Source: an optimization exercise on an open RTL-to-GDS flow (aim: small area, a short achievable clock period and few clock cycles per item). Production flows keep margins and buffers that such runs may drop.
Only simulation tests tie the RTL to the original design; equivalence was not proved.
Power and IR drop assume default switching activity.

==> violet: inputs <==
## pob_fx_tail
module pob_fx_tail (
    input  wire        clk,
    input  wire        rst,
    input  wire        cfg_we,
    input  wire [2:0]  cfg_addr,
    input  wire [31:0] cfg_wdata,
    input  wire        in_valid,
    output reg         in_ready,
    input  wire [31:0] in_l,
    input  wire [31:0] in_r,
    output reg         out_valid,
    input  wire        out_ready,
    output reg  [31:0] out_l,
    output reg  [31:0] out_r
);
==> flow/config.mk <==
export PLATFORM = sky130hd
export DESIGN_NAME = pob_fx_tail
export DESIGN_NICKNAME = pob_fx_tail
export VERILOG_FILES = /design/flow/design.v
export SDC_FILE = /design/flow/constraint.sdc
export NUM_CORES = 4
export LEC_CHECK = 0
export CAP_MARGIN = 20
export CORE_MARGIN = 2
export CORE_UTILIZATION = 40
export SLEW_MARGIN = 20
==> flow/constraint.sdc <==
create_clock -name core_clock -period 17.0 [get_ports {clk}]
set_input_delay 3.4000 -clock core_clock [delete_from_list [all_inputs] [get_ports {clk}]]
set_output_delay 3.4000 -clock core_clock [all_outputs]
set_load 0.01 [all_outputs]
run.sh (not shown) runs the stock make flow with config.mk's settings and CLKGATE_MAP_FILE= SYNTH_SCRIPT=/design/flow/synth_recipe.tcl, a recipe that flattens the netlist after the stock synthesis.
==> quartz (differences from violet) <==
--- a/flow/config.mk
+++ b/flow/config.mk
@@ -7,5 +7,5 @@
 export LEC_CHECK = 0
 export CAP_MARGIN = 20
 export CORE_MARGIN = 2
-export CORE_UTILIZATION = 40
+export CORE_UTILIZATION = 60
 export SLEW_MARGIN = 20
==> key figures <==
Worst setup path
  • Register-to-Register Path Depth: 16
  • Number of buffer and inverter stages on the critical path: 2

Clocking
  • Clock-pin slew of the registers on the worst-case setup and hold paths: 0.06 ns

Global route
  • GR met2 Demand/Resource: 43.45%
  • Number of global-route vias before repair: 58,675
  • Met1 Usage GRT: 34.63%

Routing
  • Detail Route met2 WL: 115.8 mm

Cells and area
  • Leading cell types in the layout, fill and taps excluded: 716 x sky130_fd_sc_hd__dfxtp_1, 578 x sky130_fd_sc_hd__a22oi_1, 506 x sky130_fd_sc_hd__nand2_1
  • Filler Cells Inserted: 16,622
  • Sequential fraction of total cell area: 35.32%

Timing
  • Final clock period utilization by the worst path: 31.45%

Outcome
  • Outcome: no timing/DRC/antenna violations

Floorplanning
  • Vert. Die Dim: 424.3 µm
  • Total Die Area: 180,000 µm²

Power and ir drop
  • Total combinational power: 8.43 mW
Source of the figures above: violet

==> key figures <==
Clocking
  • Clock-pin slew of the registers on the worst-case setup and hold paths: 0.07 ns

Power and ir drop
  • Total combinational power: 8.39 mW

Worst setup path
  • Register-to-Register Path Depth: 15
  • Number of buffer and inverter stages on the critical path: 1

Cells and area
  • Leading cell types in the layout, fill and taps excluded: 717 x sky130_fd_sc_hd__dfxtp_1, 578 x sky130_fd_sc_hd__a22oi_1, 506 x sky130_fd_sc_hd__nand2_1
  • Sequential fraction of total cell area: 35.89%
  • Filler Cells Inserted: 9,352

Global route
  • Met1 Usage GRT: 49.73%
  • Number of global-route vias before repair: 59,600
  • GR met2 Demand/Resource: 61.00%

Routing
  • Detail Route met2 WL: 107.9 mm

Timing
  • Final clock period utilization by the worst path: 32.94%

Floorplanning
  • Total Die Area: 120,500 µm²

Outcome
  • Outcome: no timing/DRC/antenna violations
Source of the figures above: quartz

Testbench counts of violet, summed over its fixed seeds: cycles 51,344, frames 4,096.
Testbench counts of quartz, summed over its fixed seeds: cycles 51,344, frames 4,096.

========
==> trial 92 <==
Another version of the RTL of pob_fx_tail (not shown whole).
Settings: LEC_CHECK=0, CAP_MARGIN=20, CORE_MARGIN=2, CORE_UTILIZATION=40, SLEW_MARGIN=20; clock period 17.0 ns.
==> inputs of build 32, as changes to trial 92 <==
--- a/flow/design.v
+++ b/flow/design.v
@@ -1404,75 +1404,74 @@
     endfunction
     reg [3:0]  sl;           
     reg        v0, v1;       
     reg        mo, mp;       
     reg [1:0]  pend;         
     wire [3:0] last = mo ? 4'd13 : 4'd7;
     wire       wrap = (sl == last);
     wire       acc  = in_valid & in_ready;
-    reg        ov_n;         
-    wire       take = ~ov_n & out_ready;
+    wire       take = out_valid & out_ready;
+    wire [3:0] sl_w   = wrap ? 4'd0 : sl + 4'd1;
     wire       v0_w   = v0 & ~wrap;
     wire       v1_w   = wrap ? v0 : v1;
     wire       mp_w   = wrap ? mo : mp;
-    wire       idle_w = ~v0_w & ~v1_w;
-    wire [3:0] sl_w   = (wrap | idle_w) ? 4'd0 : sl + 4'd1;
-    wire       mo_w   = idle_w ? eq_on : mo;
     wire       last_w = (sl_w == last);
     always @(posedge clk) begin
         if (rst) begin
             sl       <= 4'd0;
             v0       <= 1'b0;
             v1       <= 1'b0;
             mo       <= 1'b0;
             mp       <= 1'b0;
             pend     <= 2'd0;
             in_ready <= 1'b0;
         end else begin
-            sl <= sl_w;
-            mo <= mo_w;
-            mp <= mp_w;
-            v0 <= acc | v0_w;
-            v1 <= v1_w;
+            if (acc) begin
+                sl <= 4'd0;
+                v0 <= 1'b1;
+                v1 <= v0;
+                mo <= eq_on;
+                mp <= mo;
+            end else begin
+                sl <= sl_w;
+                v0 <= v0_w;
+                v1 <= v1_w;
+                mp <= mp_w;
+            end
             pend <= pend + {1'b0, acc} - {1'b0, take};
-            in_ready <= ~acc & ~cfg_we & ~cfg_wq & ~(pend[1] & ~take) &
-                        ((last_w & (mo == eq_on)) | idle_w);
+            in_ready <= ~acc & ~cfg_we & ~(pend[1] & ~take) &
+                        ((last_w & (mo == eq_on)) | (~v0_w & ~v1_w));
         end
     end
     wire on0  = v0 &  mo;
     wire off0 = v0 & ~mo;
     wire on1  = v1 &  mp;
     wire off1 = v1 & ~mp;
-    reg        rst_q;
-    reg        cfg_wq;
-    reg [2:0]  cfg_aq;
-    reg [31:0] cfg_dq;
-    always @(posedge clk) begin
-        rst_q  <= rst;
-        cfg_wq <= cfg_we & ~rst;
-        cfg_aq <= cfg_addr;
-        cfg_dq <= cfg_wdata;
-    end
-    wire [7:0] cfg_a = cfg_wq ? (8'd1 << cfg_aq) : 8'd0;
     always @(posedge clk) begin
-        if (cfg_a[0])   nb0   <= cfg_dq;
-        else if (rst_q) nb0   <= 32'd0;
-        if (cfg_a[1])   nb1   <= cfg_dq;
-        else if (rst_q) nb1   <= 32'd0;
-        if (cfg_a[2])   nb2   <= cfg_dq;
-        else if (rst_q) nb2   <= 32'd0;
-        if (cfg_a[3])   na1   <= cfg_dq;
-        else if (rst_q) na1   <= 32'd0;
-        if (cfg_a[4])   na2   <= cfg_dq;
-        else if (rst_q) na2   <= 32'd0;
-        if (cfg_a[5])   gain  <= cfg_dq;
-        else if (rst_q) gain  <= GAIN_RST;
-        if (cfg_a[6])   eq_on <= cfg_dq[0];
-        else if (rst_q) eq_on <= 1'b0;
+        if (rst) begin
+            nb0   <= 32'd0;
+            nb1   <= 32'd0;
+            nb2   <= 32'd0;
+            na1   <= 32'd0;
+            na2   <= 32'd0;
+            gain  <= GAIN_RST;
+            eq_on <= 1'b0;
+        end else if (cfg_we) begin
+            case (cfg_addr)
+                3'd0: nb0   <= cfg_wdata;
+                3'd1: nb1   <= cfg_wdata;
+                3'd2: nb2   <= cfg_wdata;
+                3'd3: na1   <= cfg_wdata;
+                3'd4: na2   <= cfg_wdata;
+                3'd5: gain  <= cfg_wdata;
+                3'd6: eq_on <= cfg_wdata[0];
+                default: ;
+            endcase
+        end
     end
     localparam [6:0] P_NB0 = 7'h01, P_NB1 = 7'h02, P_K = 7'h04, P_NA1 = 7'h08,
                      P_GAIN = 7'h10, P_NA2 = 7'h20, P_NB2 = 7'h40;
     localparam [6:0] D_XL = 7'h40, D_XR = 7'h20, D_AR = 7'h10, D_Z1L = 7'h08,
                      D_Z1R = 7'h04, D_Y1L = 7'h02, D_Y1R = 7'h01;
     localparam [8:0] A_Z1L = 9'h100, A_Z1R = 9'h080, A_TL = 9'h040, A_TR = 9'h020,
                      A_AR = 9'h010, A_X1L = 9'h008, A_X1R = 9'h004, A_XL = 9'h002,
                      A_XR = 9'h001;
@@ -1531,30 +1530,34 @@
                     3'd0:  begin aa = A_XL;  ab = B_X1L; ng = 1'b1; end   
                     3'd1:  begin aa = A_XR;  ab = B_X1R; ng = 1'b1; end
                     default: begin aa = A_AR; ab = B_MR; end              
                 endcase
             end
             sel_of = {ng, ab, aa, md, mp_};
         end
     endfunction
-    wire [28:0] sn_w = sel_of(mo_w, sl_w);
     reg  [28:0] sel;
     always @(posedge clk)
-        sel <= sn_w;
+        sel <= acc ? sel_of(eq_on, 4'd0) : sel_of(mo, sl_w);
+    wire [28:0] sn_w = sel_of(mo, sl_w);
     wire [31:0] pa_w = ({32{sn_w[0]}} & nb0) | ({32{sn_w[1]}} & nb1) | ({32{sn_w[2]}} & K_DC) |
                        ({32{sn_w[3]}} & na1) | ({32{sn_w[4]}} & gain) | ({32{sn_w[5]}} & na2) |
                        ({32{sn_w[6]}} & nb2);
-    wire [50:0] pd_w;
-    fp32_mul_dec u_dec (.a(pa_w), .one(pd_w[12:0]), .two(pd_w[25:13]), .neg(pd_w[38:26]),
-                        .ea(pd_w[46:39]), .sa(pd_w[47]), .a_zero(pd_w[48]),
-                        .a_inf(pd_w[49]), .a_nan(pd_w[50]));
+    wire [31:0] pa_a = eq_on ? nb0 : K_DC;
+    wire [50:0] pd_w, pd_a;
+    fp32_mul_dec u_dec_w (.a(pa_w), .one(pd_w[12:0]), .two(pd_w[25:13]), .neg(pd_w[38:26]),
+                          .ea(pd_w[46:39]), .sa(pd_w[47]), .a_zero(pd_w[48]),
+                          .a_inf(pd_w[49]), .a_nan(pd_w[50]));
+    fp32_mul_dec u_dec_a (.a(pa_a), .one(pd_a[12:0]), .two(pd_a[25:13]), .neg(pd_a[38:26]),
+                          .ea(pd_a[46:39]), .sa(pd_a[47]), .a_zero(pd_a[48]),
+                          .a_inf(pd_a[49]), .a_nan(pd_a[50]));
     reg  [50:0] pd;
     always @(posedge clk)
-        pd <= pd_w;
+        pd <= acc ? pd_a : pd_w;
     reg  [31:0] mul_b, add_a, add_b;
     wire [31:0] mr, ar;      
     fp32_mul u_mul (.clk(clk), .a_one(pd[12:0]), .a_two(pd[25:13]), .a_neg(pd[38:26]),
                     .ea(pd[46:39]), .sa(pd[47]), .a_zero(pd[48]), .a_inf(pd[49]),
                     .a_nan(pd[50]), .b(mul_b), .y(mr));
     fp32_add u_add (.clk(clk), .a(add_a), .b(add_b), .y(ar));
     reg [31:0] x_l, x_r, z1_l, z1_r, z2_l, z2_r, x1_l, x1_r, y1_l, y1_r, t_l, t_r;
     wire        ng = sel[28];
@@ -1612,75 +1615,67 @@
                 4'd1:  begin w_x1x = WR; w_z10 = WR; w_z20 = WR; end
                 4'd6:  w_y1  = WL;                       
                 4'd7:  w_y1  = WR;
                 default: ;
             endcase
         end
     end
     wire [31:0] cl_ar = clamp10(ar);
-    reg  [3:0]  cx;      
-    always @(posedge clk)
-        cx <= mo_w ? {2'b00, sl_w == 4'd2, sl_w == 4'd1} :
-                     {sl_w == 4'd1, sl_w == 4'd0, 2'b00};
-    wire [31:0] cl_x1 = clamp10(({32{cx[0]}} & z1_l) | ({32{cx[1]}} & z1_r) |
-                                ({32{cx[2]}} & x_l)  | ({32{cx[3]}} & x_r));
+    wire [31:0] cl_z1 = clamp10(w_x1[0] ? z1_l : z1_r);
+    wire [31:0] cl_x  = clamp10(w_x1x[0] ? x_l : x_r);
     always @(posedge clk) begin
-        if (rst_q) begin
+        if (rst) begin
             z1_l <= 32'd0; z1_r <= 32'd0;
             z2_l <= 32'd0; z2_r <= 32'd0;
             x1_l <= 32'd0; x1_r <= 32'd0;
             y1_l <= 32'd0; y1_r <= 32'd0;
         end else begin
             if (w_z1[0] | w_z1y[0] | w_z10[0]) z1_l <= w_z10[0] ? 32'd0 : w_z1y[0] ? ar : cl_ar;
             if (w_z1[1] | w_z1y[1] | w_z10[1]) z1_r <= w_z10[1] ? 32'd0 : w_z1y[1] ? ar : cl_ar;
             if (w_z2[0] | w_z2m[0] | w_z20[0]) z2_l <= w_z20[0] ? 32'd0 : w_z2m[0] ? mr : cl_ar;
             if (w_z2[1] | w_z2m[1] | w_z20[1]) z2_r <= w_z20[1] ? 32'd0 : w_z2m[1] ? mr : cl_ar;
-            if (w_x1[0] | w_x1d[0] | w_x1x[0]) x1_l <= w_x1d[0] ? ar : cl_x1;
-            if (w_x1[1] | w_x1d[1] | w_x1x[1]) x1_r <= w_x1d[1] ? ar : cl_x1;
+            if (w_x1[0] | w_x1d[0] | w_x1x[0]) x1_l <= w_x1d[0] ? ar : w_x1x[0] ? cl_x : cl_z1;
+            if (w_x1[1] | w_x1d[1] | w_x1x[1]) x1_r <= w_x1d[1] ? ar : w_x1x[1] ? cl_x : cl_z1;
             if (w_y1[0]) y1_l <= cl_ar;
             if (w_y1[1]) y1_r <= cl_ar;
         end
     end
     always @(posedge clk) begin
         if (w_t[0]) t_l <= mr;
         if (w_t[1]) t_r <= mr;
     end
     always @(posedge clk) begin
-        if (wrap | (~v0 & ~v1)) begin
+        if (in_ready) begin
             x_l <= in_l;
             x_r <= in_r;
         end
     end
     reg  [31:0] s_l, s_r;
     reg         sfull;
     wire [31:0] cl1 = clamp1(mr);
     wire wr_l = (on1 & (sl == 4'd7)) | (off1 & (sl == 4'd1));
     wire wr_r = (on1 & (sl == 4'd8)) | (off1 & (sl == 4'd2));
     always @(posedge clk) begin
         if (wr_l)
             s_l <= cl1;
-        if (wr_r & ~ov_n & ~out_ready)
+        if (wr_r & out_valid & ~out_ready)
             s_r <= cl1;
         if (rst) begin
             out_valid <= 1'b0;
-            ov_n      <= 1'b1;
             sfull     <= 1'b0;
         end else if (wr_r) begin
-            if (ov_n | out_ready) begin
+            if (~out_valid | out_ready) begin
                 out_l     <= s_l;
                 out_r     <= cl1;
                 out_valid <= 1'b1;
-                ov_n      <= 1'b0;
             end else
                 sfull <= 1'b1;
         end else if (take) begin
             if (sfull) begin
                 out_l <= s_l;
                 out_r <= s_r;
                 sfull <= 1'b0;
-            end else begin
+            end else
                 out_valid <= 1'b0;
-                ov_n      <= 1'b1;
-            end
         end
     end
 endmodule
==> comparison <==
Sequential share of layout area: trial 92 is higher than build 32 (3.8 points). In trial 92 the die area is smaller than in build 32, by about 0.8%. In build 32 the non-clock buffer count is lower than in trial 92, by 6. Between trial 92 and build 32, the lower count of clock-buffer cells in the layout is in trial 92 (gap 3). Clock skew: build 32 is lower than trial 92 (16 ps). Between trial 92 and build 32, the lower combinational power is in build 32 (gap about 40%, measured against build 32). In trial 92 the synthesized cell count is lower than in build 32, by 7.6%. In build 32 the via count is higher than in trial 92, by about 8%.
Testbench counts of trial 92, summed over its fixed seeds: cycles 51,344, frames 4,096.
Testbench counts of build 32, summed over its fixed seeds: cycles 51,328, frames 4,096.

==> what the ideal ports hide <==
How much do the figures lean on ideal ports? The routed layouts below were timed once more, with nothing changed but the port constraints.
Step 1 assumes that a clkbuf_16 drives the clock port and a buf_2 every other input.
Step 2 moves the port delays by t, midway between the first and last clock arrival at a register: inputs arrive t later, outputs are due t later. That takes back most of the time a late clock gives input paths.
a / b / c = ideal ports / drivers / drivers and shift; a / b = the first two.
run	t (ns)	setup WS [ns]	worst register clock-pin slew, ns	pins driven straight from the clock port
violet	0.864	11.653 / 11.653 / 10.868	0.07 / 0.07	1
quartz	0.836	11.401 / 11.401 / 10.878	0.07 / 0.07	1
trial 92	0.865	11.132 / 11.132 / 11.132	0.07 / 0.07	1
build 32	0.869	10.781 / 10.810 / 9.954	0.07 / 0.07	1
After both steps every run listed still meets setup and hold. For build 32, which loses most, drivers alone change the setup slack by +0.029 ns; drivers and shift together by -0.827 ns.
